Source: an optimization exercise on an open RTL-to-GDS flow (aim: small area, a short achievable clock period and few clock cycles). Production flows keep margins and buffers that such runs may drop. Function was checked by simulation only, so behaviour that the tests miss may differ from the original. Power is estimated from default activity; no workload was simulated.

[flow/flow/run.sh]
#!/bin/bash
set -euo pipefail
bash standard.sh SETUP_SLACK_MARGIN=8.7 finish > standard_flow.log 2>&1
[flow/standard.sh]
#!/bin/bash
# synth_recipe.tcl (not shown) runs the flow's synth.tcl, then flattens the netlist and writes it again
# the make line also repeats each setting of config.mk as NAME=value (left out here)
make -C /OpenROAD-flow-scripts/flow DESIGN_CONFIG=/design/flow/config.mk WORK_HOME=/design/flow/orfs CLKGATE_MAP_FILE= SYNTH_SCRIPT=/design/flow/synth_recipe.tcl "${@:-finish}"
[flow/config.mk]
export PLATFORM = sky130hd
export DESIGN_NAME = dict_compress
export DESIGN_NICKNAME = dict_compress
export VERILOG_FILES = /design/flow/design.v
export SDC_FILE = /design/flow/constraint.sdc
export NUM_CORES = 4
export LEC_CHECK = 0
export CAP_MARGIN = 20
export CORE_MARGIN = 2
export CORE_UTILIZATION = 40
export CTS_CLUSTER_DIAMETER = 100
export CTS_CLUSTER_SIZE = 20
export PLACE_DENSITY = 0.6
export SLEW_MARGIN = 20
[flow/constraint.sdc]
create_clock -name core_clock -period 12.5 [get_ports {clk}]
set_input_delay 2.5000 -clock core_clock [delete_from_list [all_inputs] [get_ports {clk}]]
set_output_delay 2.5000 -clock core_clock [all_outputs]
set_load 0.01 [all_outputs]
[flow/design.v]
module dict_compress (
    input  wire       clk,
    input  wire       rst,         
    input  wire       start,       
    output wire [1:0] status,      
    output wire [2:0] err,         
    input  wire       in_valid,
    input  wire       in_end,      
    input  wire [7:0] in_data,
    output wire       in_ready,
    output wire       out_valid,
    output wire [7:0] out_data,
    input  wire       out_ready
);
    localparam [1:0] ST_IDLE = 2'd0, ST_BUSY = 2'd1, ST_DONE = 2'd2, ST_ERROR = 2'd3;
    reg [1:0] status_r;
    reg       err_r;
    reg       in_ready_r;
    reg       out_valid_r;
    reg [7:0] out_data_r;
    assign status    = status_r;
    assign err       = {err_r, 2'b00};
    assign in_ready  = in_ready_r;
    assign out_valid = out_valid_r;
    assign out_data  = out_data_r;
    wire busy     = (status_r == ST_BUSY);
    wire go       = start && !busy;
    wire take_in  = in_valid && in_ready_r;
    wire take_out = out_valid_r && out_ready;
    reg        full_r;             
    reg  [7:0] buf_r;
    reg        prod;               
    wire       push = prod && !full_r;
    reg        ph_code;            
    reg  [5:0] dj;                 
    reg  [5:0] dpos;               
    wire       dict_push = push && !ph_code;
    integer i, j, w, mm, t, pos;
    reg [6:0] cnt_in;              
    reg       s1_valid;
    reg [7:0] s1_data;
    reg  [7:0] slot [0:63];        
    reg [63:1] flag_r;
    wire [63:0] flag = {flag_r, 1'b1};    
    reg  [5:0] cum [1:7];
    reg [6:0] len3;                
    reg [6:0] n;                   
    reg [2:0] cw;                  
    reg       v3;
    reg [7:0] d3;
    reg       miss3;
    reg       fwd3;
    reg [7:0] rh3;                 
    reg [2:0] pre3;                
    reg [6:0] n3;                  
    reg [63:0] mv;                 
    reg [7:0]  rowhit;             
    reg [2:0]  pref [0:63];        
    reg [2:0]  pre2;               
    always @(*) begin
        for (i = 0; i < 64; i = i + 1)
            mv[i] = slot[i] == s1_data && flag[i] && (i != 0 || len3 != 7'd0);
        for (i = 0; i < 8; i = i + 1)
            rowhit[i] = |mv[8*i +: 8];
        for (i = 0; i < 64; i = i + 8) begin
            pref[i]     = 3'd0;
            pref[i + 1] = {2'd0, flag[i]};
            pref[i + 2] = {2'd0, flag[i]} + {2'd0, flag[i + 1]};
            pref[i + 3] = pref[i + 2] + {2'd0, flag[i + 2]};
            pref[i + 4] = pref[i + 2] + ({2'd0, flag[i + 2]} + {2'd0, flag[i + 3]});
            pref[i + 5] = pref[i + 4] + {2'd0, flag[i + 4]};
            pref[i + 6] = pref[i + 4] + ({2'd0, flag[i + 4]} + {2'd0, flag[i + 5]});
            pref[i + 7] = pref[i + 6] + {2'd0, flag[i + 6]};
        end
        pre2 = 3'd0;
        for (i = 0; i < 64; i = i + 1)
            pre2 = pre2 | (pref[i] & {3{mv[i]}});
    end
    wire hit_slot = |rowhit;
    wire fwd  = v3 && miss3 && (d3 == s1_data);
    wire hit  = hit_slot || fwd;
    wire miss = s1_valid && !hit;
    wire cw_step = (n == 7'd2) || (n == 7'd4) || (n == 7'd8) ||
                   (n == 7'd16) || (n == 7'd32);
    wire [2:0] cw_b = cw + {2'd0, cw_step};
    reg [5:0] pcum;                
    always @(*) begin
        pcum = 6'd0;
        for (i = 1; i < 8; i = i + 1)
            pcum = pcum | (cum[i] & {6{rh3[i]}});
    end
    wire [5:0] n3m1    = n3[5:0] - 6'd1;
    wire [5:0] rank    = fwd3 ? n3m1 : pcum + {3'd0, pre3};
    wire [7:0] wr_data = {d3[7:6], miss3 ? d3[5:0] : rank};
    wire [5:0] w_addr = v3 ? len3[5:0] : dpos;
    wire [7:0] w_data = v3 ? wr_data : {d3[7:6], dj};
    always @(posedge clk) begin
        if (s1_valid && cnt_in == 7'd1)
            slot[0] <= s1_data;
        for (i = 1; i < 64; i = i + 1)
            if ((v3 || dict_push) && w_addr == i)
                slot[i] <= w_data;
        for (i = 1; i < 64; i = i + 1)
            if (go || ((v3 || dict_push) && w_addr == i))
                flag_r[i] <= v3 && miss3 && !go;
        for (i = 1; i < 8; i = i + 1)
            if (v3 && len3[5:0] == 8 * i)
                cum[i] <= n3[5:0];
    end
    wire [6:0] len_f = cnt_in;     
    wire [2:0] rem_a = 3'd3 + cw   * len_f[2:0];
    wire [2:0] rem_b = 3'd3 + cw_b * len_f[2:0];
    wire [6:0] n_b   = n + 7'd1;
    wire [7:0] hdr_a = {rem_a, 1'b0, n[6:3]};
    wire [7:0] hdr_b = {rem_b, 1'b0, n_b[6:3]};
    reg [3:0] r;                   
    reg [2:0] m;                   
    reg [2:0] carry;               
    reg [5:0] p_r;                 
    reg [63:0] dx;                 
    reg [7:0]  dxg;                
    reg [2:0]  dng, dnc;
    reg [7:0]  dxr;
    always @(*) begin
        for (i = 0; i < 64; i = i + 1)
            dx[i] = i != 0 && dpos != i &&
                    (flag[i] || (v3 && miss3 && len3[5:0] == i));
        for (i = 0; i < 8; i = i + 1)
            dxg[i] = |dx[8*i +: 8];
        dng = 3'd0;
        for (i = 7; i >= 0; i = i - 1)
            if (dxg[i]) dng = i[2:0];
        dxr = dx[{dng, 3'd0} +: 8];
        dnc = 3'd0;
        for (i = 7; i >= 0; i = i - 1)
            if (dxr[i]) dnc = i[2:0];
    end
    wire [5:0] dnext = {dng, dnc};
    wire [2:0] rd_row = ph_code ? r[2:0] : dpos[5:3];
    reg [63:0] rrow;
    reg [47:0] row;
    always @(*) begin
        for (i = 0; i < 8; i = i + 1) begin
            rrow[i*8 +: 8] = slot[{rd_row, i[2:0]}];
            row[i*6 +: 6] = (((r < cnt_in[6:3]) || (r == cnt_in[6:3] && i < cnt_in[2:0])) &&
                             (r != 4'd0 || i != 0))
                            ? rrow[i*8 +: 6] : 6'd0;
        end
    end
    wire [7:0] dbyte = rrow[{dpos[2:0], 3'd0} +: 8];
    reg [7:0] cbyte;
    always @(*) begin
        cbyte = 8'd0;
        pos   = 0;
        for (w = 1; w <= 6; w = w + 1)
            for (mm = 0; mm < w; mm = mm + 1)
                if (cw == w && m == mm)
                    for (t = 0; t < 8; t = t + 1) begin
                        pos = 8 * mm + t;
                        cbyte[7 - t] = row[(pos / w) * 6 + (w - 1 - pos % w)];
                    end
    end
    wire [5:0] m8p5      = {m, 3'b101};
    wire       last_code = (r > cnt_in[6:3]) || ((r == cnt_in[6:3]) && (m8p5 >= p_r));
    wire       row_end   = (m == cw - 3'd1);
    always @(posedge clk) begin
        p_r <= cw * cnt_in[2:0];
    end
    wire [7:0] pb_src   = ph_code ? cbyte : dbyte;
    wire [7:0] pbyte    = {carry, pb_src[7:3]};
    always @(posedge clk) begin
        s1_data <= in_data;
        d3      <= s1_data;
        miss3   <= !hit;
        fwd3    <= fwd;
        rh3     <= rowhit;
        pre3    <= pre2;
        n3      <= n;
        if (rst) begin
            status_r    <= ST_IDLE;
            err_r       <= 1'b0;
            in_ready_r  <= 1'b0;
            out_valid_r <= 1'b0;
            full_r      <= 1'b0;
            prod        <= 1'b0;
            s1_valid    <= 1'b0;
            v3          <= 1'b0;
        end else begin
            if (in_ready_r) begin
                carry   <= miss ? n_b[2:0] : n[2:0];
                ph_code <= (n == 7'd0) && !miss;
            end
            s1_valid <= 1'b0;
            if (take_in) begin
                if (in_end) begin
                    in_ready_r  <= 1'b0;
                    out_valid_r <= 1'b1;
                    out_data_r  <= miss ? hdr_b : hdr_a;
                    prod        <= 1'b1;
                end else if (cnt_in[6]) begin
                    in_ready_r <= 1'b0;
                    err_r      <= 1'b1;
                    status_r   <= ST_ERROR;
                end else begin
                    s1_valid <= 1'b1;
                    cnt_in   <= cnt_in + 7'd1;
                end
            end
            v3 <= s1_valid;
            if (s1_valid) begin
                if (miss) begin
                    n  <= n + 7'd1;
                    cw <= cw_b;
                end
            end
            if (v3)
                len3 <= len3 + 7'd1;
            if (push) begin
                carry <= pb_src[2:0];
                if (!ph_code) begin
                    if ({1'b0, dj} == n - 7'd1)
                        ph_code <= 1'b1;
                    dj   <= dj + 6'd1;
                    dpos <= dnext;
                end else begin
                    if (last_code)
                        prod <= 1'b0;
                    if (row_end) begin
                        m <= 3'd0;
                        r <= r + 4'd1;
                    end else begin
                        m <= m + 3'd1;
                    end
                end
            end
            if (!out_valid_r) begin
                if (push) begin
                    out_data_r  <= pbyte;
                    out_valid_r <= 1'b1;
                end
            end else if (!full_r) begin
                if (take_out && push)
                    out_data_r <= pbyte;
                else if (take_out) begin
                    out_valid_r <= 1'b0;
                    if (!prod)
                        status_r <= ST_DONE;
                end else if (push) begin
                    buf_r  <= pbyte;
                    full_r <= 1'b1;
                end
            end else if (take_out) begin
                out_data_r <= buf_r;
                full_r     <= 1'b0;
            end
            if (go) begin
                status_r   <= ST_BUSY;
                err_r      <= 1'b0;
                in_ready_r <= 1'b1;
                cnt_in     <= 7'd0;
                n          <= 7'd0;
                len3       <= 7'd0;
                cw         <= 3'd1;
                dj         <= 6'd0;
                dpos       <= 6'd0;
                r          <= 4'd0;
                m          <= 3'd0;
            end
        end
    end
endmodule
==> results of run 1 <==
-- final cells by class --
class | count | area [µm²] | share of cell area
Sequential cell | 728 | 21430 | 0.4025
Antenna cell | 6 | 15.01 | 0.0002820
Clock inverter | 11 | 143.9 | 0.002702
Inverter | 141 | 566.8 | 0.01064
Multi-Input combinational cell | 2928 | 22970 | 0.4315
Clock buffer | 63 | 1236 | 0.02322
Tap cell | 1403 | 1755 | 0.03297
Timing Repair Buffer | 466 | 5125 | 0.09625
-- metrics by stage --
stage	area, µm²	power [mW]
after global placement	45440	3.756
after detailed placement	45490	3.754
after global routing	53230	5.825
after CTS	51200	5.568
after floorplan	43380	3.332
final	53250	5.737
-- path summary, 6_finish.rpt --
check | to | startpoint | cells after the start
setup / recovery | out_data_r[3] | dpos[4] | 15
hold / removal | buf_r[7] | carry[2] | 0
setup reg to reg | out_data_r[3] | dpos[4] | 15
hold reg to reg | buf_r[7] | carry[2] | 0
-- power by group through the flow --
stage	clock (mW)	sequential [mW]	combinational, mW
after floorplan	0	2.78	0.547
after global placement	0	2.85	0.907
after detailed placement	0	2.85	0.904
after CTS	1.64	2.76	1.17
after global routing	1.72	2.77	1.34
final	1.65	2.77	1.32
-- logic make-up (layout without fill, tap and decap cells) --
group,count (synthesis),in the layout,synth area share
fa+ha+maj,142,142,0.04827
buf+inv,389,681,0.03845
flops,728,728,0.4933
simple gates,1210,1212,0.1367
mux,80,81,0.02301
xor+xnor,579,579,0.1170
other cells,1,8,0.00008652
compound gates,910,912,0.1432
-- layer usage --
metal,vias up,track usage,wire [µm]
met5,-,0,311
met4,16,0.2700,21120
met3,918,0.1623,34370
met2,3453,0.5653,92490
met1,19580,0.5079,84400
li1,15650,-,-
-- what timing repair did --
item,CTS,global route
buffers inserted,193,107
gates cloned,24,6
pin swaps,117,88
setup endpoints to repair,757,557
gates resized for setup,489,229
-- state kept, by name, indices dropped and copies added (netlist names), 8 cells and up --
register    count
d3              8
out_data_r      8
s1_data         8
cum            42
slot          512
flag_r         63
buf_r           8
-- cells in the final DEF, fill, tap and decap left out, types with 60 or more instances in the layout --
| master | n |
|---|---|
| edfxtp_1 | 680 |
| xnor2_1 | 475 |
| buf_4 | 298 |
| nor2_1 | 289 |
| nand2_1 | 234 |
| o21ai_0 | 173 |
| a21oi_1 | 143 |
| nand3_1 | 137 |
| inv_1 | 120 |
| xor2_1 | 101 |
| nand4_1 | 84 |
| ha_1 | 83 |
| nor3_1 | 82 |
| a22oi_1 | 60 |
-- worst register-to-register path: cells and delay by family, from the launching register on --
family                 cells  cell delay [ns]
and+or+nand+nor            2             0.45
DFF                        1             0.45
muxes                      1             0.32
buffers and inverters      4             0.65
AOI/OAI and AO/OA          8             2.04
==> results.ini, run 1 <==
[run_status]
status = timing/DRC/antenna clean

[sta]
maxSlewViolCount = 0
slew_headroom = 0.1238
whs_ns = 0.4703
rsz0062_at_grt = true
clock.fmax_mhz = 240.2
finalWorstSetupSlack_ns = 8.337
clock_skew_ns = 0.02804
setup_viol = 0
tightest_slew_ns = 1.302
tns_ns = 0
finalHoldViolCount = 0
min_period_ns = 4.163
fin_crit_sh = 0.3330

[logic_synthesis]
synth_edf_count = 680
yosysTopAreaCellShare = 0.4711
synth_largest_area_cell = edfxtp_1
synthArstFlopShare = 0
synth_cells = 4039
synth_common_cells = 680 x edfxtp_1, 477 x xnor2_1, 364 x nor2_1
synthesis.area_mm2 = 0.04334
ys_seq_elements = 728
synth_ff_type = edfxtp_1
syn_avg_cell_area_um2 = 10.73
synth-seq-area-share = 0.4933
yosysMostFrequentCell = edfxtp_1
ys_warn_count = 4
synth.area.top_cells = edfxtp_1 47%, xnor2_1 9.6%, nor2_1 3.2%
synth_cell_types = 94

[global_routing]
grt.overflow.total = 0
grt.total_usage = 0.4029
grt_pass1_wl_mm = 309.4
grt_start_max_net_pins = 78
antenna_found_initial = 13
grt_pass1_vias = 36440

[power]
pwr-share-comb = 0.231
peakVddDrop_v = 0.0001258
seqPwrFrac = 0.482
p_switching_mw = 1.822
total_leakage_power_nw = 18.09
p_int_mw = 3.915
switching_share = 0.3175
p_per_area_mw_per_mm2 = 107.7
clock_power_share = 0.287

[drt]
drc = 0
antenna_left = 0
post_drt_wl_per_cell_um = 40.50
drt_iter0_markers = 7319
wl_mm = 232.7
vias = 39620
firstDrtPassIters = 10
vias_per_cell = 6.895

[worst_setup_path]
crit_path_start_kind = register
crit_buf_inv = 4
cp_max_fo = 12
r2r_slack_ns = 8.34
crit_top_cell = o21ai_1
arrival_ns = 4.61
critPathTopFamily = compound AO/OA/AOI/OAI gates
cpMaxStageDelayCell = edfxtp_1
cp-end-kind = register
crit_path_max_incr_delay_ns = 0.45
crit_required_ns = 12.94
cp_cell_sequence = buf_6 > buf_6 > mux2i_4 > buf_12 > buf_4 > nand2_2 > o221ai_1 > o21ai_1 > o21ai_1 > nor2_2 > o221ai_1 > o21ai_1 > a221oi_2 > o211ai_1 > a221o_1
critical_path_class = reg2reg

[floorplan]
io_pins = 29
initial_core_util = 0.4043
die_y_um = 333.2
die_width_um = 333.2
design.core.area_mm2 = 0.1072
die-area_mm2 = 0.1110
rows = 120

[placed_design]
numPortBuffers = 26
dp_cells = 5335
place_ws_ns = 6.951
dp_hpwl_mm = 157.0
gp_congestion = 1.105

[clock_network]
clockRootBuffer = clkbuf_16
cts_htree_levels = 2
cts_buffers = 45
hold_buffers = 0
clk_latency_ns = 0.70
clock_sinks = 728
cts_tree = yes
clockBufferDepth = 3
cts.clk_slew.worst_paths_ns = 0.09

[layout]
final_core_util = 0.4967
fin_nets = 4466
drive_gt1_frac = 0.2326
areaGrowthSynthToFinish_pct = 22.86
fillers = 9709
instances_no_fill = 5746

[worst_hold_path]
hold_path_class = reg2reg

[run]
cap_violations = 0

Testbench counts, summed over its fixed seeds: cycles 14,320.
==> inputs of run 2 (changes only) <==
--- a/flow/design.v
+++ b/flow/design.v
@@ -138,3 +138,3 @@
     wire [5:0] dnext = {dng, dnc};
-    wire [2:0] rd_row = ph_code ? r[2:0] : dpos[5:3];
+    reg  [2:0] rd_row;             
     reg [63:0] rrow;
@@ -220,4 +220,7 @@
                 if (!ph_code) begin
-                    if ({1'b0, dj} == n - 7'd1)
+                    if ({1'b0, dj} == n - 7'd1) begin
                         ph_code <= 1'b1;
+                        rd_row  <= 3'd0;
+                    end else
+                        rd_row  <= dnext[5:3];
                     dj   <= dj + 6'd1;
@@ -228,4 +231,5 @@
                     if (row_end) begin
-                        m <= 3'd0;
-                        r <= r + 4'd1;
+                        m      <= 3'd0;
+                        r      <= r + 4'd1;
+                        rd_row <= r[2:0] + 3'd1;
                     end else begin
@@ -265,2 +269,3 @@
                 dpos       <= 6'd0;
+                rd_row     <= 3'd0;
                 r          <= 4'd0;
==> run 2 against run 1 <==
Effect of this change:
- sequential cell count increased by 3
- sequential share of layout area increased by 1.4 points
- die area increased by 0.32%
- largest cell class unchanged
==> results.ini, run 2 <==
[worst_setup_path]
crit_path_start_kind = register
r2r_slack_ns = 8.51
path_depth = 13
endpoint = out_data_r[1]
critical_path_class = reg2reg
crit_required_ns = 13.05
cp-end-kind = register
r2r-start = rd_row[0]
worstRegToRegCells = 13
crit_path_max_incr_delay_ns = 0.49
startpoint = rd_row[0]
crit_buf_inv = 4
cpMaxStageDelayCell = mux4_2
cp_max_fo = 23
arrival_ns = 4.54
critPathTopFamily = compound AO/OA/AOI/OAI gates
worstReg2RegEnd = out_data_r[1]
cp_cell_sequence = buf_4 > buf_12 > buf_16 > nor2b_1 > buf_6 > a22oi_1 > o221ai_2 > o21ai_2 > mux4_2 > o21ai_1 > o22ai_1 > o21ai_0 > o221a_2

[layout]
reg_top3 = slot x512, flag_r x63, cum x42
areaGrowthSynthToFinish_pct = 18.76
instances_no_fill = 5533
largest_register_ffs = 512
largest_register = slot
final_cell_mix = 683 x edfxtp_1, 483 x xnor2_1, 324 x nor2_1, 229 x buf_4, 188 x nand2_1
fin_nets = 4253
final_common_cell = edfxtp_1
drive_gt1_frac = 0.2047

[sta]
slew_headroom = 0.1020
rsz0062_at_grt = true
setup_viol = 0
clock_skew_ns = 0.06955
clock.fmax_mhz = 250.3
maxSlewViolCount = 0
finalHoldViolCount = 0
tightest_slew_ns = 1.335
tns_ns = 0
fin_crit_sh = 0.3196
min_period_ns = 3.995

[logic_synthesis]
ys_warn_count = 4
syn_avg_cell_area_um2 = 11.02
synth-simple-area-share = 0.1336
ys_seq_elements = 731
synth_common_cells = 683 x edfxtp_1, 483 x xnor2_1, 355 x nor2_1
synthArstFlopShare = 0
synth_top_family_by_area = simple AND/OR/NAND/NOR gates
synthesis.area_mm2 = 0.04348
synth_ff_type = edfxtp_1
synth-xor-area-share = 0.1162
synth_cell_types = 97
yosysTopAreaCellShare = 0.4717
muxShareOfSynthArea = 0.04288
synth.area.top_cells = edfxtp_1 47%, xnor2_1 9.7%, nor2_1 3.1%
synth_edf_count = 683
synth-adder-area-share = 0.04783
synth_largest_area_cell = edfxtp_1
yosysMostFrequentCell = edfxtp_1
synth_cells = 3944
synth-seq-area-share = 0.4938
synth_compound_area_frac = 0.1282

[drt]
drt_iter0_markers = 5949
firstDrtPassIters = 8
post_drt_wl_per_cell_um = 37.31
drc = 0
antenna_left = 0
wl_mm = 206.5
vias = 37230
vias_per_cell = 6.729

[placed_design]
dp_cells = 5226
gp_congestion = 1.015
dp_hpwl_mm = 136.0
numPortBuffers = 26

[global_routing]
grt.total_usage = 0.3580
antenna_found_initial = 14
grt_pass1_vias = 34600
grt_start_max_net_pins = 80
grt_pass1_wl_mm = 281.3
grt.overflow.total = 0

[floorplan]
design.core.area_mm2 = 0.1075
die_width_um = 333.7
io_pins = 29
die_y_um = 333.7
die-area_mm2 = 0.1114
rows = 120
initial_core_util = 0.4045

[clock_network]
clockRootBuffer = clkbuf_16
cts_tree = yes
cts.clk_slew.worst_paths_ns = 0.09
cts_buffers = 44
clockBufferDepth = 3
cts_htree_levels = 2
clock_sinks = 731
clk_latency_ns = 0.72

[run_status]
status = timing/DRC/antenna clean

[worst_hold_path]
hold_path_class = reg2reg

[power]
peakVddDrop_v = 0.0001217
total_leakage_power_nw = 17.27
p_per_area_mw_per_mm2 = 106.3

[run]
cap_violations = 0

-- run 2: changes by cell type in the layout (fill, tap and decap cells not counted), moves of 15 or more --
| cell | delta |
|---|---|
| nand2_1 | -46 |
| nor2_1 | +35 |
| mux4_2 | +22 |
| buf_6 | -38 |
| buf_4 | -69 |
| o22ai_1 | -15 |
| mux2i_1 | +28 |
| o21ai_0 | -20 |
| nor2b_1 | +22 |
| nor2_2 | -34 |
-- run 2: timing repair --
| action | CTS | global route |
|---|---|---|
| pin swaps | 71 | 58 |
| setup endpoints to repair | 450 | 365 |
| setup buffers | 137 | 65 |
| resized for setup | 390 | 156 |
| cloned | 21 | 6 |
| hold buffers | 0 | 0 |
-- run 2: worst min-delay path by stage --
stage	start	end	slack [ns]	depth (start not counted)
2_1_floorplan	n[2]	n3[2]	0.35	0
3_3_place_gp	carry[1]	buf_r[6]	0.45	0
3_5_place_dp	carry[1]	buf_r[6]	0.46	0
4_1_cts	carry[1]	buf_r[6]	0.48	0
5_1_grt	carry[1]	buf_r[6]	0.51	0
6_report	carry[1]	buf_r[6]	0.50	0
-- run 2: cells by family (layout without fill, tap and decap cells) --
logic type / after synthesis / after routing
other cells: 1 / 8
buf+inv: 388 / 566
simple gates: 1154 / 1155
compound gates: 814 / 814
xor+xnor: 577 / 577
flops: 731 / 731
fa+ha+maj: 141 / 141
mux: 138 / 138
-- run 2: cell type report --
type	count	area, µm²
Timing Repair Buffer	348	3965
Inverter	146	605.6
Clock inverter	10	156.4
Tap cell	1403	1755
Clock buffer	62	1169
Multi-Input combinational cell	2827	22450
Antenna cell	6	15.01
Sequential cell	731	21520
Fill cell	9750	55870
-- run 2: worst register-to-register path, stage by stage (launching register included) --
cell	delay, ns
edfxtp_1	0.45
buf_4	0.18
buf_12	0.17
buf_16	0.20
nor2b_1	0.28
buf_6	0.29
a22oi_1	0.15
o221ai_2	0.44
o21ai_2	0.23
mux4_2	0.50
o21ai_1	0.28
o22ai_1	0.22
o21ai_0	0.30
o221a_2	0.22
-- run 2: per-stage QoR --
step	area, µm²	hold slack [ns]	setup slack (ns)	total power [mW]	utilization
after floorplan	43520	0.3462	8.592	3.304	-
after global placement	45440	0.4544	6.762	3.682	0.4227
after detailed placement	45500	0.4618	6.709	3.677	0.4232
after CTS	50340	0.4809	8.545	5.374	0.4683
after global routing	51620	0.5098	8.430	5.587	0.4802
final	51640	0.4973	8.505	5.487	0.4803
-- run 2: routing by layer --
layer  routed length [µm]  GRT usage  vias up  part of all wire
met3                28090     0.1123      725              0.14
met2                85420     0.5221     2912              0.41
met4                14290     0.1877       16             0.069
met1                78450     0.4755    18590              0.38
li1                     -          -    14990                 -
met5                  197   0.007816        -           0.00095
-- run 2: power by group --
part / leakage [nW] / internal (mW) / switching [mW]
clock: 0.636 / 0.707 / 0.891
combinational: 10.0 / 0.403 / 0.708
sequential: 6.64 / 2.71 / 0.0663
Testbench counts of run 2, summed over its fixed seeds: cycles 14,320.
==> inputs of run 3 (changes only) <==
--- a/flow/design.v
+++ b/flow/design.v
@@ -138,3 +138,3 @@
     wire [5:0] dnext = {dng, dnc};
-    reg  [2:0] rd_row;             
+    reg  [7:0] rd_row;             
     reg [63:0] rrow;
@@ -142,4 +142,7 @@
     always @(*) begin
+        rrow = 64'd0;
+        for (j = 0; j < 8; j = j + 1)
+            for (i = 0; i < 8; i = i + 1)
+                rrow[i*8 +: 8] = rrow[i*8 +: 8] | (slot[8*j + i] & {8{rd_row[j]}});
         for (i = 0; i < 8; i = i + 1) begin
-            rrow[i*8 +: 8] = slot[{rd_row, i[2:0]}];
             row[i*6 +: 6] = (((r < cnt_in[6:3]) || (r == cnt_in[6:3] && i < cnt_in[2:0])) &&
@@ -222,5 +225,5 @@
                         ph_code <= 1'b1;
-                        rd_row  <= 3'd0;
+                        rd_row  <= 8'd1;
                     end else
-                        rd_row  <= dnext[5:3];
+                        rd_row  <= 8'd1 << dnext[5:3];
                     dj   <= dj + 6'd1;
@@ -233,3 +236,3 @@
                         r      <= r + 4'd1;
-                        rd_row <= r[2:0] + 3'd1;
+                        rd_row <= {rd_row[6:0], rd_row[7]};
                     end else begin
@@ -269,3 +272,3 @@
                 dpos       <= 6'd0;
-                rd_row     <= 3'd0;
+                rd_row     <= 8'd1;
                 r          <= 4'd0;
==> run 3 against run 2 <==
Effect of this change:
- still clean on timing, DRC and antenna
- clock-buffer cell count up 13
- sequential share of layout area is 3.0 points higher
- clock skew down 0.039 ns
- worst hold slack improved by 0.013 ns
- core utilization fell by 1.3 points
- register-to-register slack worse by 0.23 ns
- non-clock buffer count shrank 54
- routed wire length shrank 12%
- fmax fell by 5.3%
- clock power hardly changed
- largest cell class is now registers
- highest routed layer unchanged
==> results.ini, run 3 <==
[logic_synthesis]
ys_warn_count = 4
synthArstFlopShare = 0
yosysTopAreaCellShare = 0.4920
syn_avg_cell_area_um2 = 11.15
yosysMostFrequentCell = edfxtp_1
ys_seq_elements = 736
synth_ff_type = edfxtp_1
synthesis.area_mm2 = 0.04199
synth_cells = 3767
synth-seq-area-share = 0.5149
synth_common_cells = 688 x edfxtp_1, 500 x xnor2_1, 288 x a22oi_1
synth_edf_count = 688
synth.area.top_cells = edfxtp_1 49%, xnor2_1 10%, a22oi_1 5.1%
synth_cell_types = 91
synth_largest_area_cell = edfxtp_1

[floorplan]
die_y_um = 328.0
die_width_um = 328.0
initial_core_util = 0.4046
rows = 118
die-area_mm2 = 0.1076
io_pins = 29
design.core.area_mm2 = 0.1038

[power]
peakVddDrop_v = 0.0001035
total_leakage_power_nw = 15.90
p_total_mw = 5.338
p_per_area_mw_per_mm2 = 110.2

[worst_hold_path]
hold_depth = 2
whs_endpoint = err_r
hp-start = err_r
hold_path_class = reg2reg

[drt]
drt_iter0_markers = 5593
vias = 34370
vias_per_cell = 6.493
wl_mm = 182.4
drc = 0
firstDrtPassIters = 17
post_drt_wl_per_cell_um = 34.47
antenna_left = 0

[global_routing]
grt_pass1_vias = 32330
grt_start_max_net_pins = 81
grt.overflow.total = 0
antenna_found_initial = 8
grt.total_usage = 0.3309
grt_pass1_wl_mm = 252.6

[layout]
final_common_cell = edfxtp_1
seq_area_mm2 = 0.02167
final_area_mm2 = 0.04846
drive_gt1_frac = 0.1561
reg_top3 = slot x512, flag_r x63, cum x42
areaGrowthSynthToFinish_pct = 15.40
multi_input_area_mm2 = 0.02024
fillers = 9504
fin_nets = 4026
largest_register = slot
final_cell_mix = 688 x edfxtp_1, 500 x xnor2_1, 288 x a22oi_1, 269 x nor2_1, 208 x buf_4
final_core_util = 0.4669
largest_register_ffs = 512

[run]
cap_violations = 0

[placed_design]
placed_cell_area_mm2 = 0.04390
dp_hpwl_mm = 126.4
gp_congestion = 1.060
numPortBuffers = 26

[worst_setup_path]
startpoint = len3[0]
r2r_slack_ns = 8.28
cp_max_fo = 5
worstRegToRegCells = 14
cp-end-kind = register
worstReg2RegEnd = dpos[1]
arrival_ns = 4.65
crit_required_ns = 12.93
critical_path_class = reg2reg
crit_path_start_kind = register
r2r-start = len3[0]

[clock_network]
clockRootBuffer = clkbuf_16
clk_latency_ns = 0.68
cts_tree = yes
cts_buffers = 46
cts_htree_levels = 2
clockBufferDepth = 3
cts.clk_slew.worst_paths_ns = 0.09
clock_sinks = 736

[sta]
clock.fmax_mhz = 237.0
maxSlewViolCount = 0
setup_viol = 0
tns_ns = 0
min_period_ns = 4.220
tightest_slew_ns = 1.153
clock_skew_ns = 0.03014
rsz0062_at_grt = true
fin_crit_sh = 0.3376
finalHoldViolCount = 0
slew_headroom = 0.2235

[run_status]
status = timing/DRC/antenna clean

run 3: cell types whose count changed in the layout (fill, tap and decap cells not counted), moves of 19 or more:
cell | before | now
nand4_1 | 85 | 151
nor2b_1 | 28 | 9
mux2i_1 | 61 | 20
mux4_2 | 35 | 9
a22oi_1 | 63 | 288
nand2_1 | 188 | 167
nor2_1 | 324 | 269
a21oi_1 | 141 | 98
mux2_2 | 35 | 7
buf_4 | 229 | 208
run 3: how the worst max path moves through the flow:
stage | slack (ns) | cells after the start | end
floorplan | 8.59 | 3 | buf_r[0]
global placement | 7.09 | 13 | out_data_r[3]
detailed placement | 7.00 | 10 | n[0]
CTS | 8.42 | 11 | pre3[1]
global route | 8.26 | 15 | dpos[0]
finish | 8.28 | 14 | dpos[1]
run 3: metrics by stage:
| stage | cells | hold slack, ns | worst slack, ns |
|---|---|---|---|
| floorplan | 3768 | 0.3462 | 8.591 |
| global placement | 5026 | 0.4964 | 7.088 |
| detailed placement | 5026 | 0.4927 | 7.000 |
| CTS | 5244 | 0.5097 | 8.418 |
| global route | 5290 | 0.5557 | 8.261 |
| finish | 5293 | 0.5108 | 8.280 |
run 3: layout make-up:
class	instances	share of cell area
well taps	1380	0.03563
diodes	4	0.0002066
multi-input cells	2659	0.4177
clock buffers	75	0.02641
clock inverters	11	0.002763
repair buffers	294	0.05946
inverters	134	0.01061
flip-flops and latches	736	0.4472
run 3: kinds of logic (layout without fill, tap and decap cells):
kind of cell,count (synthesis),after routing,synth area share
AOI/OAI and AO/OA,848,848,0.1396
xor gates and xnor gates,579,579,0.1208
DFF,736,736,0.5149
other,1,6,0.00008930
and+or+nand+nor,1052,1052,0.1276
buffers and inverters,373,514,0.03582
muxes,37,37,0.01171
adders and majority gates,141,141,0.04952
run 3: layer usage:
layer,wire length (µm),track usage,share of wire
met1,71160,0.4367,0.39
met5,51,0,0.00028
met3,20140,0.08092,0.11
met2,78920,0.4978,0.43
met4,12160,0.1866,0.067
run 3: worst max-delay path, cell delays in order, from the launching register on:
cell	delay (ns)
edfxtp_1	0.55
inv_2	0.19
ha_4	0.19
nor3b_4	0.39
a21oi_1	0.24
o22ai_1	0.38
nor4_4	0.05
buf_4	0.18
o211ai_4	0.21
o21a_4	0.20
mux2i_2	0.23
o221ai_2	0.14
a311o_1	0.38
or4_4	0.45
o21a_1	0.19
run 3: what timing repair did:
item / CTS / global route
resized for setup: 307 / 67
gates cloned: 4 / 2
hold buffers: 0 / 0
buffers inserted: 128 / 43
hold endpoints to repair: 0 / 0
pin swaps: 68 / 37
endpoints found under the setup margin: 547 / 156
run 3: power breakdown:
group	switching (mW)	internal, mW	total, mW
logic	0.599	0.323	0.922
clock network	0.897	0.725	1.62
registers	0.0622	2.73	2.79
total	1.56	3.78	5.34
Testbench counts of run 3, summed over its fixed seeds: cycles 14,320.
==> inputs of run 4 (changes only) <==
--- a/flow/design.v
+++ b/flow/design.v
@@ -159,7 +159,7 @@
             for (mm = 0; mm < w; mm = mm + 1)
-                if (cw == w && m == mm)
-                    for (t = 0; t < 8; t = t + 1) begin
-                        pos = 8 * mm + t;
-                        cbyte[7 - t] = row[(pos / w) * 6 + (w - 1 - pos % w)];
-                    end
+                for (t = 0; t < 8; t = t + 1) begin
+                    pos = 8 * mm + t;
+                    cbyte[7 - t] = cbyte[7 - t] |
+                        (cw == w && m == mm && row[(pos / w) * 6 + (w - 1 - pos % w)]);
+                end
     end
==> run 4 against run 3 <==
Effect of this change:
- clock power about the same
- combinational power is 7.7% lower
- global-route usage shrank 1.5 points
- clock-buffer cell count shrank 7
- clock skew rose by 0.018 ns
- fmax grew 2.9%
- routed wire length is 5.7% lower
- critical path type unchanged
- critical endpoint is now dpos[2]
- largest cell class unchanged
- highest routed layer unchanged
==> results.ini, run 4 <==
[run_status]
status = timing/DRC/antenna clean

[logic_synthesis]
synth_cell_types = 97
synth_ff_type = edfxtp_1
synth-xor-area-share = 0.1231
synth_compound_area_frac = 0.1317
synthArstFlopShare = 0
yosysMostFrequentCell = edfxtp_1
synth-simple-area-share = 0.1198
synth_largest_area_cell = edfxtp_1
synth_common_cells = 688 x edfxtp_1, 491 x xnor2_1, 282 x a22oi_1
syn_avg_cell_area_um2 = 11.50
synth-adder-area-share = 0.05086
synthesis.area_mm2 = 0.04113
synth_cells = 3577
synth.area.top_cells = edfxtp_1 50%, xnor2_1 10%, a22oi_1 5.1%
yosysTopAreaCellShare = 0.5023
synth-seq-area-share = 0.5257
synth_top_family_by_area = compound AO/OA/AOI/OAI gates
muxShareOfSynthArea = 0.01320
synth_edf_count = 688
ys_seq_elements = 736
ys_warn_count = 4

[power]
p_per_area_mw_per_mm2 = 112.3
total_leakage_power_nw = 15.32
peakVddDrop_v = 0.0001135

[layout]
reg_top3 = slot x512, flag_r x63, cum x42
fin_nets = 3824
instances_no_fill = 5069
final_common_cell = edfxtp_1
final_cell_mix = 688 x edfxtp_1, 490 x xnor2_1, 280 x a22oi_1, 248 x nor2_1, 189 x buf_4
fillers = 9482
drive_gt1_frac = 0.1447
largest_register = slot
largest_register_ffs = 512
areaGrowthSynthToFinish_pct = 13.77

[drt]
drc = 0
antenna_left = 0
firstDrtPassIters = 6
wl_mm = 172.1
vias_per_cell = 6.489
drt_iter0_markers = 4915
post_drt_wl_per_cell_um = 33.94
vias = 32900

[sta]
fin_crit_sh = 0.3281
min_period_ns = 4.101
whs_ns = 0.5004
setup_viol = 0
tns_ns = 0
finalHoldViolCount = 0
maxSlewViolCount = 0
clock_skew_ns = 0.04768
slew_headroom = 0.2743
rsz0062_at_grt = true
clock.fmax_mhz = 243.8
tightest_slew_ns = 1.077

[worst_hold_path]
whs_endpoint = buf_r[6]
hp-start = carry[1]
hold_path_class = reg2reg
hold_depth = 0

[clock_network]
clockBufferDepth = 3
clock_sinks = 736
clk_latency_ns = 0.69
clockRootBuffer = clkbuf_16
hold_buffers = 0
cts_htree_levels = 2
cts_tree = yes
cts_buffers = 45
cts.clk_slew.worst_paths_ns = 0.09

[worst_setup_path]
critical_path_class = reg2reg
crit_required_ns = 13.01
arrival_ns = 4.61
worstReg2RegEnd = dpos[2]
r2r-start = len3[1]
r2r_slack_ns = 8.40
cp_max_fo = 5
cp-end-kind = register
worstRegToRegCells = 11
crit_path_start_kind = register

[floorplan]
die-area_mm2 = 0.1054
die_y_um = 324.7
initial_core_util = 0.4037
design.core.area_mm2 = 0.1019
io_pins = 29
die_width_um = 324.7
rows = 117

[placed_design]
dp_hpwl_mm = 119.0
numPortBuffers = 26
dp_cells = 4826
gp_congestion = 1.048

[global_routing]
grt.overflow.total = 0
grt_pass1_wl_mm = 239.8
antenna_found_initial = 7
grt_start_max_net_pins = 78
grt.total_usage = 0.3162
grt_pass1_vias = 30890

[run]
cap_violations = 0

-- run 4: cell count changes after synthesis, moves of 9 or more --
cell / change
clkbuf_1: -28
o21ai_0: -28
a21oi_1: -23
nand2_1: -19
o211ai_1: -17
buf_2: +16
nor2_1: -16
nand4_1: -15
nor3_1: -13
or3_1: -13
buf_1: -9
xnor2_1: -9
-- run 4: critical path, stage by stage (launching register included) --
cell       delay (ns)
edfxtp_1         0.48
ha_1             0.31
and3b_1          0.24
a21oi_1          0.34
o22ai_1          0.16
or4_4            0.54
a211oi_4         0.32
o21a_4           0.25
mux4_2           0.54
a2111oi_4        0.38
o311ai_1         0.17
nor3_1           0.21
-- run 4: worst max path at each step --
stage                     startpoint  depth (start not counted)       end
after floorplan                  rst                          3  buf_r[0]
after global placement    s1_data[5]                          9      n[5]
after detailed placement  s1_data[5]                          9      n[6]
after CTS                    dpos[0]                         13   dpos[1]
after global routing         dpos[0]                         11   dpos[2]
final                        len3[1]                         11   dpos[2]
-- run 4: layout make-up --
class                           count  area, µm²  area share
Antenna cell                        3      7.507   0.0001604
Clock buffer                       68       1212     0.02591
Clock inverter                      9      168.9    0.003610
Inverter                          133      506.7     0.01083
Multi-Input combinational cell   2490      18970      0.4055
Sequential cell                   736      21670      0.4631
Tap cell                         1368       1712     0.03658
Timing Repair Buffer              262       2544     0.05436
-- run 4: kinds of logic (layout without fill, tap and decap cells) --
family | Yosys count | in the layout
simple gates | 962 | 962
xor+xnor | 578 | 578
fa+ha+maj | 142 | 142
other cells | 1 | 5
mux | 37 | 37
buf+inv | 352 | 472
flops | 736 | 736
compound gates | 769 | 769
-- run 4: metrics by stage --
step / power (mW) / setup WS [ns] / area, µm² / utilization
floorplan: 3.260 / 8.591 / 41160 / -
global placement: 3.555 / 6.959 / 42920 / 0.4213
finish: 5.256 / 8.399 / 46790 / 0.4593
detailed placement: 3.553 / 6.906 / 42950 / 0.4216
CTS: 5.203 / 8.433 / 45970 / 0.4512
global route: 5.388 / 8.276 / 46780 / 0.4592
-- run 4: what timing repair did --
item | CTS | global route
cloned | 2 | 1
gates resized for setup | 195 | 87
buffers inserted | 104 | 56
pin swaps | 41 | 46
endpoints found under the setup margin | 323 | 337
-- run 4: layer usage --
metal,vias up,global-route usage,wire length (µm)
met5,-,0,26
met2,2385,0.4602,72090
met4,4,0.1521,10040
met1,16460,0.4480,68970
met3,413,0.06632,20920
li1,13640,-,-
-- run 4: power breakdown --
part	total [mW]	internal, mW	switching (mW)	leakage, nW
sequential	2.79	2.73	0.0606	6.68
combinational	0.851	0.304	0.547	7.98
clock	1.61	0.715	0.897	0.659
Testbench counts of run 4, summed over its fixed seeds: cycles 14,320.
==> inputs of run 5 (changes only) <==
==> flow/flow/run.sh (replaced) <==
#!/bin/bash
set -euo pipefail
bash standard.sh SETUP_SLACK_MARGIN=9.0 finish > standard_flow.log 2>&1
==> run 5 against run 4 <==
Effect of this change:
- still clean
- via count is 3.3% higher
- first-iteration DRC count grew 11%
- synthesized area did not move
- sequential cell count unchanged
- total power grew 1.7%
- synthesized cell count unchanged
- critical endpoint is now pre3[2]
- highest routed layer unchanged
==> results.ini, run 5 <==
[global_routing]
grt_start_max_net_pins = 66
antenna_found_initial = 9
grt.total_usage = 0.3357
grt.overflow.total = 0
grt_pass1_wl_mm = 251.7
grt_pass1_vias = 31550

[drt]
vias_per_cell = 6.592
vias = 34000
wl_mm = 183.9
antenna_left = 0
firstDrtPassIters = 6
post_drt_wl_per_cell_um = 35.66
drt_iter0_markers = 5457
drc = 0

[logic_synthesis]
synthArstFlopShare = 0
yosysMostFrequentCell = edfxtp_1
synth_cells = 3577
syn_avg_cell_area_um2 = 11.50
synth_largest_area_cell = edfxtp_1
synthesis.area_mm2 = 0.04113
synth_common_cells = 688 x edfxtp_1, 491 x xnor2_1, 282 x a22oi_1
yosysTopAreaCellShare = 0.5023
ys_warn_count = 4
synth_ff_type = edfxtp_1
synth_cell_types = 97
synth_edf_count = 688
synth-seq-area-share = 0.5257
ys_seq_elements = 736
synth.area.top_cells = edfxtp_1 50%, xnor2_1 10%, a22oi_1 5.1%

[worst_setup_path]
cp_max_fo = 2
cpMaxStageDelayCell = or4_4
crit_path_max_incr_delay_ns = 0.58
cp_cell_sequence = ha_4 > inv_1 > fa_2 > fa_2 > inv_1 > fa_1 > ha_2 > xor2_2 > a21oi_2 > nand2_2 > a221oi_4 > nand4_1 > or4_4
crit_required_ns = 13.05
critical_path_class = reg2reg
arrival_ns = 4.74
cp-end-kind = register
crit_path_start_kind = register

[run_status]
status = timing/DRC/antenna clean

[sta]
tightest_slew_ns = 1.188
fin_crit_sh = 0.3347
finalWorstSetupSlack_ns = 8.316
clock_skew_ns = 0.08129
maxSlewViolCount = 0
min_period_ns = 4.184
tns_ns = 0
setup_viol = 0
whs_ns = 0.4780
slew_headroom = 0.1995
clock.fmax_mhz = 239.0
finalHoldViolCount = 0
rsz0062_at_grt = true

[layout]
fin_nets = 3904
final_common_cell = edfxtp_1
drive_gt1_frac = 0.1946
final_core_util = 0.4790
largest_register = slot
final_area_mm2 = 0.04880
fillers = 9296
reg_top3 = slot x512, flag_r x63, cum x42
final_cell_mix = 688 x edfxtp_1, 490 x xnor2_1, 276 x a22oi_1, 227 x buf_4, 203 x nor2_1
areaGrowthSynthToFinish_pct = 18.64
largest_register_ffs = 512

[placed_design]
dp_hpwl_mm = 124.2
gp_congestion = 1.081
numPortBuffers = 26
place_ws_ns = 6.856
placed_cell_area_mm2 = 0.04314

[clock_network]
cts.clk_slew.worst_paths_ns = 0.11
cts_tree = yes
hold_buffers = 0
clk_latency_ns = 0.71
clockRootBuffer = clkbuf_16
cts_buffers = 45
clockBufferDepth = 3
clock_sinks = 736
cts_htree_levels = 2

[floorplan]
design.core.area_mm2 = 0.1019
io_pins = 29
die-area_mm2 = 0.1054
initial_core_util = 0.4037
die_width_um = 324.7
die_y_um = 324.7
rows = 117

[power]
total_leakage_power_nw = 16.16
peakVddDrop_v = 0.0001032
p_per_area_mw_per_mm2 = 109.5

[worst_hold_path]
hold_path_class = reg2reg

[run]
cap_violations = 0

[run 5: changes by cell type in the layout (fill, tap and decap cells not counted), moves of 10 or more]
cell	delta
buf_16	+13
buf_4	+38
buf_6	+16
nand3_1	-10
nor2_1	-45
nor2_2	+36
nor4_1	-14
[run 5: routing by layer]
metal	vias to the layer above	wire (µm)	track usage
li1	13830	-	-
met1	17040	71980	0.4607
met2	2580	77030	0.4888
met3	537	22550	0.08537
met4	4	12330	0.1750
met5	-	26	0
[run 5: timing repair]
action                                  4_1_cts  5_1_grt
gates cloned                                 10        8
pin swaps                                    80       76
gates resized for setup                     302      181
buffers inserted                            155       70
endpoints found under the setup margin      795      748
[run 5: cell families (layout without fill, tap and decap cells)]
group	after synthesis	after routing	synth area share
AOI/OAI and AO/OA	769	769	0.1317
other	1	9	0.00009117
xor gates and xnor gates	578	578	0.1231
and+or+nand+nor	962	962	0.1198
muxes	37	37	0.01320
DFF	736	736	0.5257
buffers and inverters	352	556	0.03559
adders and majority gates	142	142	0.05086
[run 5: power by group]
| group | switching (mW) | leakage [nW] | internal, mW |
|---|---|---|---|
| clock network | 0.884 | 0.669 | 0.737 |
| logic | 0.579 | 8.81 | 0.345 |
| registers | 0.0694 | 6.69 | 2.73 |
[run 5: worst paths after layout]
check	startpoint	to	slack [ns]	cells after the start
max	flag_r[17]	pre3[2]	8.32	13
min	carry[1]	buf_r[6]	0.48	0
max reg2reg	flag_r[17]	pre3[2]	8.32	13
min reg2reg	carry[1]	buf_r[6]	0.48	0
[run 5: cell type report]
type | count | area (µm²) | area share
Inverter | 133 | 513.0 | 0.01051
Tap cell | 1368 | 1712 | 0.03508
Clock buffer | 72 | 1227 | 0.02515
Clock inverter | 9 | 181.4 | 0.003718
Antenna cell | 7 | 17.52 | 0.0003590
Sequential cell | 736 | 21680 | 0.4443
Multi-Input combinational cell | 2490 | 19750 | 0.4046
Timing Repair Buffer | 342 | 3722 | 0.07628
[run 5: metrics by stage]
stage | cells | power [mW]
final | 5157 | 5.345
after global routing | 5152 | 5.475
after CTS | 5072 | 5.267
after detailed placement | 4826 | 3.568
after global placement | 4826 | 3.573
after floorplan | 3578 | 3.267
[run 5: critical path: cells and delay by family (launching register included)]
family | cells | cell delay, ns
AOI/OAI and AO/OA | 2 | 0.47
xor gates and xnor gates | 1 | 0.16
adders and majority gates | 5 | 1.74
buffers and inverters | 2 | 0.14
DFF | 1 | 0.55
and+or+nand+nor | 3 | 0.95
==> inputs of run 6 (changes only) <==
--- a/flow/design.v
+++ b/flow/design.v
@@ -26,3 +26,3 @@
     wire busy     = (status_r == ST_BUSY);
-    wire go       = start && !busy;
+    wire go       = start && !busy && !rst;
     wire take_in  = in_valid && in_ready_r;
@@ -45,2 +45,3 @@
     reg  [5:0] cum [1:7];
+    reg [6:0] len2;                
     reg [6:0] len3;                
@@ -64,11 +65,6 @@
             rowhit[i] = |mv[8*i +: 8];
-        for (i = 0; i < 64; i = i + 8) begin
-            pref[i]     = 3'd0;
-            pref[i + 1] = {2'd0, flag[i]};
-            pref[i + 2] = {2'd0, flag[i]} + {2'd0, flag[i + 1]};
-            pref[i + 3] = pref[i + 2] + {2'd0, flag[i + 2]};
-            pref[i + 4] = pref[i + 2] + ({2'd0, flag[i + 2]} + {2'd0, flag[i + 3]});
-            pref[i + 5] = pref[i + 4] + {2'd0, flag[i + 4]};
-            pref[i + 6] = pref[i + 4] + ({2'd0, flag[i + 4]} + {2'd0, flag[i + 5]});
-            pref[i + 7] = pref[i + 6] + {2'd0, flag[i + 6]};
+        for (i = 0; i < 64; i = i + 1) begin
+            pref[i] = 3'd0;
+            for (j = 0; j < i % 8; j = j + 1)
+                pref[i] = pref[i] + {2'd0, flag[i - i % 8 + j]};
         end
@@ -97,3 +93,3 @@
     always @(posedge clk) begin
-        if (s1_valid && cnt_in == 7'd1)
+        if (s1_valid && len2 == 7'd0)
             slot[0] <= s1_data;
@@ -103,4 +99,4 @@
         for (i = 1; i < 64; i = i + 1)
-            if (go || ((v3 || dict_push) && w_addr == i))
-                flag_r[i] <= v3 && miss3 && !go;
+            if (go || (v3 && len3[5:0] == i))
+                flag_r[i] <= miss3 && !go;
         for (i = 1; i < 8; i = i + 1)
@@ -109,3 +105,3 @@
     end
-    wire [6:0] len_f = cnt_in;     
+    wire [6:0] len_f = len2 + {6'd0, s1_valid};
     wire [2:0] rem_a = 3'd3 + cw   * len_f[2:0];
@@ -125,4 +121,4 @@
         for (i = 0; i < 64; i = i + 1)
-            dx[i] = i != 0 && dpos != i &&
-                    (flag[i] || (v3 && miss3 && len3[5:0] == i));
+            dx[i] = (flag[i] || (v3 && miss3 && len3[5:0] == i)) &&
+                    ((i / 8 > dpos[5:3]) || (i / 8 == dpos[5:3] && i % 8 > dpos[2:0]));
         for (i = 0; i < 8; i = i + 1)
@@ -138,3 +134,3 @@
     wire [5:0] dnext = {dng, dnc};
-    reg  [7:0] rd_row;             
+    wire [2:0] rd_row = ph_code ? r[2:0] : dpos[5:3];
     reg [63:0] rrow;
@@ -142,8 +138,5 @@
     always @(*) begin
-        rrow = 64'd0;
-        for (j = 0; j < 8; j = j + 1)
-            for (i = 0; i < 8; i = i + 1)
-                rrow[i*8 +: 8] = rrow[i*8 +: 8] | (slot[8*j + i] & {8{rd_row[j]}});
         for (i = 0; i < 8; i = i + 1) begin
-            row[i*6 +: 6] = (((r < cnt_in[6:3]) || (r == cnt_in[6:3] && i < cnt_in[2:0])) &&
+            rrow[i*8 +: 8] = slot[{rd_row, i[2:0]}];
+            row[i*6 +: 6] = (((r < len2[6:3]) || (r == len2[6:3] && i < len2[2:0])) &&
                              (r != 4'd0 || i != 0))
@@ -159,13 +152,13 @@
             for (mm = 0; mm < w; mm = mm + 1)
-                for (t = 0; t < 8; t = t + 1) begin
-                    pos = 8 * mm + t;
-                    cbyte[7 - t] = cbyte[7 - t] |
-                        (cw == w && m == mm && row[(pos / w) * 6 + (w - 1 - pos % w)]);
-                end
+                if (cw == w && m == mm)
+                    for (t = 0; t < 8; t = t + 1) begin
+                        pos = 8 * mm + t;
+                        cbyte[7 - t] = row[(pos / w) * 6 + (w - 1 - pos % w)];
+                    end
     end
     wire [5:0] m8p5      = {m, 3'b101};
-    wire       last_code = (r > cnt_in[6:3]) || ((r == cnt_in[6:3]) && (m8p5 >= p_r));
+    wire       last_code = (r > len2[6:3]) || ((r == len2[6:3]) && (m8p5 >= p_r));
     wire       row_end   = (m == cw - 3'd1);
     always @(posedge clk) begin
-        p_r <= cw * cnt_in[2:0];
+        p_r <= cw * len2[2:0];
     end
@@ -213,2 +206,3 @@
             if (s1_valid) begin
+                len2 <= len2 + 7'd1;
                 if (miss) begin
@@ -223,7 +217,4 @@
                 if (!ph_code) begin
-                    if ({1'b0, dj} == n - 7'd1) begin
+                    if ({1'b0, dj} == n - 7'd1)
                         ph_code <= 1'b1;
-                        rd_row  <= 8'd1;
-                    end else
-                        rd_row  <= 8'd1 << dnext[5:3];
                     dj   <= dj + 6'd1;
@@ -234,5 +225,4 @@
                     if (row_end) begin
-                        m      <= 3'd0;
-                        r      <= r + 4'd1;
-                        rd_row <= {rd_row[6:0], rd_row[7]};
+                        m <= 3'd0;
+                        r <= r + 4'd1;
                     end else begin
@@ -268,2 +258,3 @@
                 n          <= 7'd0;
+                len2       <= 7'd0;
                 len3       <= 7'd0;
@@ -272,3 +263,2 @@
                 dpos       <= 6'd0;
-                rd_row     <= 8'd1;
                 r          <= 4'd0;
==> flow/flow/run.sh (replaced) <==
#!/bin/bash
set -euo pipefail
bash standard.sh SETUP_SLACK_MARGIN=8.7 finish > standard_flow.log 2>&1
==> run 6 against run 5 <==
Effect of this change:
- clock-buffer cell count down 6
- still clean on timing, DRC and antenna
- global-route usage up 2.7 points
- first-iteration DRC count up 19%
- critical endpoint is now out_data_r[0]
- die area up 6.5%
- critical path type unchanged
- largest power group unchanged
- register-to-register slack better by 0.13 ns
- via count up 15%
==> results.ini, run 6 <==
[worst_hold_path]
whs_endpoint = d3[0]
hp-start = s1_data[0]
hold_depth = 0
hold_path_class = reg2reg

[floorplan]
io_pins = 29
design.core.area_mm2 = 0.1087
rows = 121
die-area_mm2 = 0.1122
initial_core_util = 0.4031
die_width_um = 335.0
die_y_um = 335.0

[layout]
fin_nets = 4416
instances_no_fill = 5710
largest_register = slot
final_common_cell = edfxtp_1
drive_gt1_frac = 0.2178
largest_register_ffs = 512
final_core_util = 0.4847
reg_top3 = slot x512, flag_r x63, cum x42
areaGrowthSynthToFinish_pct = 20.25
final_cell_mix = 687 x edfxtp_1, 499 x xnor2_1, 293 x nor2_1, 289 x buf_4, 250 x nand2_1

[sta]
finalWorstSetupSlack_ns = 8.450
min_period_ns = 4.050
rsz0062_at_grt = true
clock_skew_ns = 0.02988
finalHoldViolCount = 0
clock.fmax_mhz = 246.9
tns_ns = 0
maxSlewViolCount = 0
slew_headroom = 0.1565
fin_crit_sh = 0.3240
setup_viol = 0
whs_ns = 0.4333
tightest_slew_ns = 1.258

[logic_synthesis]
ys_seq_elements = 735
synthesis.area_mm2 = 0.04382
synth_ff_type = edfxtp_1
synth_largest_area_cell = edfxtp_1
synth-seq-area-share = 0.4927
synthArstFlopShare = 0
synth-adder-area-share = 0.04432
synth_cell_types = 105
synth-simple-area-share = 0.1314
yosysTopAreaCellShare = 0.4708
synth_common_cells = 687 x edfxtp_1, 504 x xnor2_1, 324 x nor2_1
syn_avg_cell_area_um2 = 10.81
synth_compound_area_frac = 0.1536
synth_cells = 4052
synth.area.top_cells = edfxtp_1 47%, xnor2_1 10%, ha_1 3.7%
synth_top_family_by_area = compound AO/OA/AOI/OAI gates
synth_edf_count = 687
ys_warn_count = 4
muxShareOfSynthArea = 0.02281
synth-xor-area-share = 0.1211
yosysMostFrequentCell = edfxtp_1

[worst_setup_path]
crit_path_start_kind = register
crit_top_cell = buf_4
crit_path_max_incr_delay_ns = 0.45
worstRegToRegCells = 16
r2r-start = ph_code
cpMaxStageDelayCell = a222oi_1
crit_required_ns = 12.92
r2r_slack_ns = 8.45
cp_max_fo = 13
cp_cell_sequence = buf_12 > buf_4 > nor3b_4 > buf_6 > nor2_4 > o22a_1 > o21ai_4 > nor2_4 > buf_4 > buf_4 > a222oi_1 > a21oi_1 > o211ai_1 > a21oi_2 > nand3_1 > a21oi_1
critical_path_class = reg2reg
cp-end-kind = register
worstReg2RegEnd = out_data_r[0]
arrival_ns = 4.47

[clock_network]
clockRootBuffer = clkbuf_16
cts_buffers = 45
clockBufferDepth = 3
clk_latency_ns = 0.66
clock_sinks = 735
cts_tree = yes
cts.clk_slew.worst_paths_ns = 0.09
cts_htree_levels = 2

[power]
peakVddDrop_v = 0.0001107
p_per_area_mw_per_mm2 = 113.4
total_leakage_power_nw = 17.34

[placed_design]
dp_hpwl_mm = 144.2
place_ws_ns = 6.666
gp_congestion = 1.075
numPortBuffers = 26
dp_cells = 5370

[drt]
post_drt_wl_per_cell_um = 36.90
firstDrtPassIters = 9
vias = 39250
vias_per_cell = 6.874
drt_iter0_markers = 6494
wl_mm = 210.7
drc = 0
antenna_left = 0

[global_routing]
grt.total_usage = 0.3631
grt_pass1_wl_mm = 287.6
antenna_found_initial = 10
grt_pass1_vias = 36340
grt.overflow.total = 0
grt_start_max_net_pins = 65

[run_status]
status = timing/DRC/antenna clean

[run]
cap_violations = 0

## run 6: changes by cell type after synthesis, moves of 28 or more
cell / before / now
nand2_1: 155 / 259
inv_1: 132 / 53
a21oi_1: 102 / 192
a22oi_1: 282 / 83
o21ai_0: 115 / 253
nor3_1: 65 / 105
ha_1: 100 / 128
nand4_1: 136 / 86
nor2_1: 265 / 324
o32ai_1: 3 / 32
## run 6: area by class of cell
class | instances | area, µm²
fill | 9838 | 56010
inverter | 56 | 236.5
multi-input combinational | 3011 | 23620
timing repair buffer | 408 | 4073
sequential | 735 | 21630
clock buffer | 66 | 1236
antenna | 12 | 30.03
clock inverter | 8 | 95.09
tap | 1414 | 1769
## run 6: worst max path at each step
stage / from / endpoint / slack, ns
detailed placement: len3[0] / out_data_r[2] / 6.67
floorplan: n[0] / out_data_r[7] / 8.65
global placement: s1_data[0] / out_data_r[2] / 6.42
CTS: n[0] / out_data_r[7] / 8.44
global route: n[0] / out_data_r[7] / 8.32
finish: ph_code / out_data_r[0] / 8.45
## run 6: critical path, delay by kind of cell, from the launching register on
family	cells	cell delay [ns]
simple gates	4	0.71
compound gates	7	1.80
buf+inv	5	0.83
flops	1	0.44
## run 6: timing repair
| item | in CTS | in global routing |
|---|---|---|
| gates resized for setup | 469 | 204 |
| setup buffers | 179 | 61 |
| endpoints found under the hold margin | 0 | 0 |
| hold buffers | 0 | 0 |
| cloned | 10 | 3 |
| endpoints found under the setup margin | 538 | 301 |
| pin swaps | 81 | 111 |
## run 6: logic make-up after synthesis
family	Yosys count
xor+xnor	606
compound gates	1007
flops	735
buf+inv	309
fa+ha+maj	145
other cells	1
simple gates	1173
mux	76
## run 6: where the power goes
part	switching (mW)	leakage, nW	internal [mW]
logic	0.981	10.1	0.601
registers	0.0734	6.60	2.74
clock network	0.879	0.641	0.701
## run 6: per-stage QoR
step | power, mW | instance area, µm²
finish | 5.977 | 52690
global route | 6.093 | 52670
CTS | 5.801 | 51090
detailed placement | 4.024 | 46010
global placement | 4.033 | 45970
floorplan | 3.521 | 43950
## run 6: routing by layer
layer / routed length (µm) / global-route usage / part of all wire / vias up
met1: 77920 / 0.4686 / 0.37 / 19400
met3: 30040 / 0.1313 / 0.14 / 749
met5: 265 / 0 / 0.0013 / -
met2: 85860 / 0.5106 / 0.41 / 3331
li1: - / - / - / 15760
met4: 16610 / 0.2371 / 0.079 / 10
Testbench counts of run 6, summed over its fixed seeds: cycles 14,320.
==> inputs of run 7 (changes only) <==
==> flow/flow/run.sh (replaced) <==
#!/bin/bash
set -euo pipefail
bash standard.sh SETUP_SLACK_MARGIN=8.5 finish > standard_flow.log 2>&1
==> run 7 against run 6 <==
Effect of this change:
- design area is 1.4% lower
- largest power group unchanged
- worst setup slack worse by 0.25 ns
- clock power is 3% higher
- sequential power hardly changed
- die area stayed put
==> results.ini, run 7 <==
[logic_synthesis]
synth-xor-area-share = 0.1211
yosysTopAreaCellShare = 0.4708
synth_edf_count = 687
synthArstFlopShare = 0
synth_common_cells = 687 x edfxtp_1, 504 x xnor2_1, 324 x nor2_1
synth_compound_area_frac = 0.1536
syn_avg_cell_area_um2 = 10.81
yosysMostFrequentCell = edfxtp_1
muxShareOfSynthArea = 0.02281
synth_largest_area_cell = edfxtp_1
synth.area.top_cells = edfxtp_1 47%, xnor2_1 10%, ha_1 3.7%
synth_cell_types = 105
ys_seq_elements = 735
synth_cells = 4052
synthesis.area_mm2 = 0.04382
synth-seq-area-share = 0.4927
ys_warn_count = 4
synth-adder-area-share = 0.04432
synth_ff_type = edfxtp_1
synth_top_family_by_area = compound AO/OA/AOI/OAI gates
synth-simple-area-share = 0.1314

[placed_design]
numPortBuffers = 26
gp_congestion = 1.073
dp_hpwl_mm = 148.2

[run_status]
status = timing/DRC/antenna clean

[worst_hold_path]
hold_path_class = reg2reg
whs_endpoint = err_r
hold_depth = 2
hp-start = err_r

[sta]
tns_ns = 0
slew_headroom = 0.09907
setup_viol = 0
fin_crit_sh = 0.3443
clock_skew_ns = 0.04559
rsz0062_at_grt = true
tightest_slew_ns = 1.343
clock.fmax_mhz = 232.4
min_period_ns = 4.303
maxSlewViolCount = 0
finalHoldViolCount = 0

[drt]
antenna_left = 0
vias = 39750
vias_per_cell = 7.003
post_drt_wl_per_cell_um = 38.87
wl_mm = 220.6
drc = 0
firstDrtPassIters = 7
drt_iter0_markers = 7459

[worst_setup_path]
critical_path_class = reg2reg
arrival_ns = 4.81
worstReg2RegEnd = out_data_r[1]
crit_required_ns = 13.00
r2r_slack_ns = 8.20
cp_max_fo = 24
r2r-start = ph_code
crit_path_start_kind = register
cp-end-kind = register
worstRegToRegCells = 17

[power]
p_per_area_mw_per_mm2 = 114.7
peakVddDrop_v = 0.0001184
total_leakage_power_nw = 17.16

[global_routing]
grt.total_usage = 0.3727
grt_pass1_wl_mm = 292.7
grt_pass1_vias = 35960
grt.overflow.total = 0
grt_start_max_net_pins = 70
antenna_found_initial = 15

[floorplan]
rows = 121
initial_core_util = 0.4031
io_pins = 29
die_y_um = 335.0
die-area_mm2 = 0.1122
design.core.area_mm2 = 0.1087
die_width_um = 335.0

[layout]
final_common_cell = edfxtp_1
largest_register = slot
drive_gt1_frac = 0.1951
fin_nets = 4389
areaGrowthSynthToFinish_pct = 18.53
largest_register_ffs = 512
fillers = 9893
reg_top3 = slot x512, flag_r x63, cum x42
final_cell_mix = 687 x edfxtp_1, 498 x xnor2_1, 296 x nor2_1, 264 x buf_4, 249 x nand2_1
final_core_util = 0.4778

[clock_network]
clk_latency_ns = 0.70
cts_tree = yes
clock_sinks = 735
cts.clk_slew.worst_paths_ns = 0.09
cts_htree_levels = 2
clockBufferDepth = 3
clockRootBuffer = clkbuf_16
cts_buffers = 46

[run]
cap_violations = 0

-- run 7: cell counts after synthesis --
No cell type changed its count.
-- run 7: routing by layer --
| layer | vias up | wire [µm] | part of all wire | track usage |
|---|---|---|---|---|
| met2 | 3612 | 88840 | 0.40 | 0.5256 |
| met5 | - | 237 | 0.0011 | 0.009119 |
| li1 | 15700 | - | - | - |
| met4 | 12 | 18440 | 0.084 | 0.2323 |
| met3 | 916 | 32000 | 0.15 | 0.1397 |
| met1 | 19510 | 81090 | 0.37 | 0.4800 |
-- run 7: worst max-delay path, cell delays in order, from the launching register on --
cell and delay, ns:
edfxtp_1 0.48, buf_6 0.17, buf_6 0.11, clkbuf_16 0.15
mux2i_4 0.19, buf_12 0.18, buf_12 0.18, nor2_4 0.14
buf_12 0.16, a22oi_1 0.09, nor2_2 0.48, o22ai_1 0.20
mux4_2 0.48, a221oi_1 0.33, o21ai_1 0.14, a21oi_2 0.28
o21ai_1 0.11, o221ai_1 0.20
-- run 7: where the power goes --
| group | switching, mW | leakage [nW] | total, mW | internal [mW] |
|---|---|---|---|---|
| Clock | 0.907 | 0.652 | 1.62 | 0.709 |
| Sequential | 0.0776 | 6.60 | 2.82 | 2.74 |
| Combinational | 0.975 | 9.91 | 1.52 | 0.547 |
-- run 7: kinds of logic after synthesis --
logic type	after synthesis
xor+xnor	606
flops	735
compound gates	1007
fa+ha+maj	145
buf+inv	309
other cells	1
mux	76
simple gates	1173
-- run 7: worst max path at each step --
| stage | from | endpoint | slack (ns) | cells past startpoint |
|---|---|---|---|---|
| after CTS | n[0] | out_data_r[7] | 8.37 | 18 |
| after global placement | s1_data[3] | out_data_r[2] | 6.76 | 14 |
| after global routing | n[0] | out_data_r[7] | 8.18 | 18 |
| after detailed placement | s1_data[0] | out_data_r[2] | 6.61 | 14 |
| final | ph_code | out_data_r[1] | 8.20 | 17 |
| after floorplan | out_ready | buf_r[0] | 8.51 | 2 |
-- run 7: what timing repair did --
item                                    4_1_cts  5_1_grt
resized for setup                           273      260
endpoints found under the setup margin      279      135
pin swaps                                    46       93
setup buffers                               113       96
hold buffers                                  0        0
cloned                                        3       14
-- run 7: area by class of cell --
type                            instances  area (µm²)  share of cell area
Inverter                               56       229.0            0.004409
Timing Repair Buffer                  379        3959             0.07622
Antenna cell                            7       17.52           0.0003373
Clock inverter                         10       111.4            0.002144
Sequential cell                       735       21630              0.4165
Multi-Input combinational cell       3012       22980              0.4425
Tap cell                             1414        1769             0.03406
Clock buffer                           63        1236             0.02380
-- run 7: through the flow --
stage	hold WS [ns]	setup WS [ns]	power, mW	std cells	cell area, µm²
6_report	0.5012	8.197	5.956	5676	51940
5_1_grt	0.5269	8.180	6.057	5670	51920
4_1_cts	0.5073	8.368	5.725	5559	49560
3_5_place_dp	0.4919	6.610	4.027	5370	45910
3_3_place_gp	0.4852	6.763	4.032	5369	45870
2_1_floorplan	0.3462	8.506	3.518	4053	43870

-- separate check: timing with driven ports --
In the flow no input, the clock included, has a driving cell. The finished layouts below were timed again as built, in two steps.
Step 1 sets driving cells, clkbuf_16 on the clock port and buf_2 on the other inputs (assumed; they add their load-dependent delay and slew).
Step 2, shift: input delay + t, output delay - t, t = (earliest + latest rising clock arrival at the registers) / 2. This alone moves slack from input paths to output paths.
Slacks: no drivers / after step 1 / after step 2; pairs: no drivers / after step 1.
run	t (ns)	slack for setup (ns)	latest minus earliest clock arrival (ns)	worst register clock-pin slew, ns	cell pins on the clock port's net
run 1	0.774	8.337 / 8.337 / 7.947	0.030 / 0.031	0.11 / 0.11	1
run 2	0.752	8.505 / 8.505 / 8.032	0.070 / 0.069	0.10 / 0.10	1
run 3	0.729	8.280 / 8.280 / 7.822	0.039 / 0.040	0.09 / 0.09	1
run 4	0.738	8.399 / 8.399 / 7.883	0.048 / 0.048	0.10 / 0.10	1
run 5	0.746	8.316 / 8.316 / 8.110	0.084 / 0.084	0.11 / 0.11	1
run 6	0.728	8.450 / 8.450 / 7.998	0.031 / 0.031	0.10 / 0.10	1
run 7	0.743	8.197 / 8.197 / 7.852	0.054 / 0.054	0.10 / 0.10	1
After both steps every run listed still meets setup and hold. For run 4, which loses most, drivers alone change the setup slack by 0.000 ns; drivers and shift together by -0.516 ns.
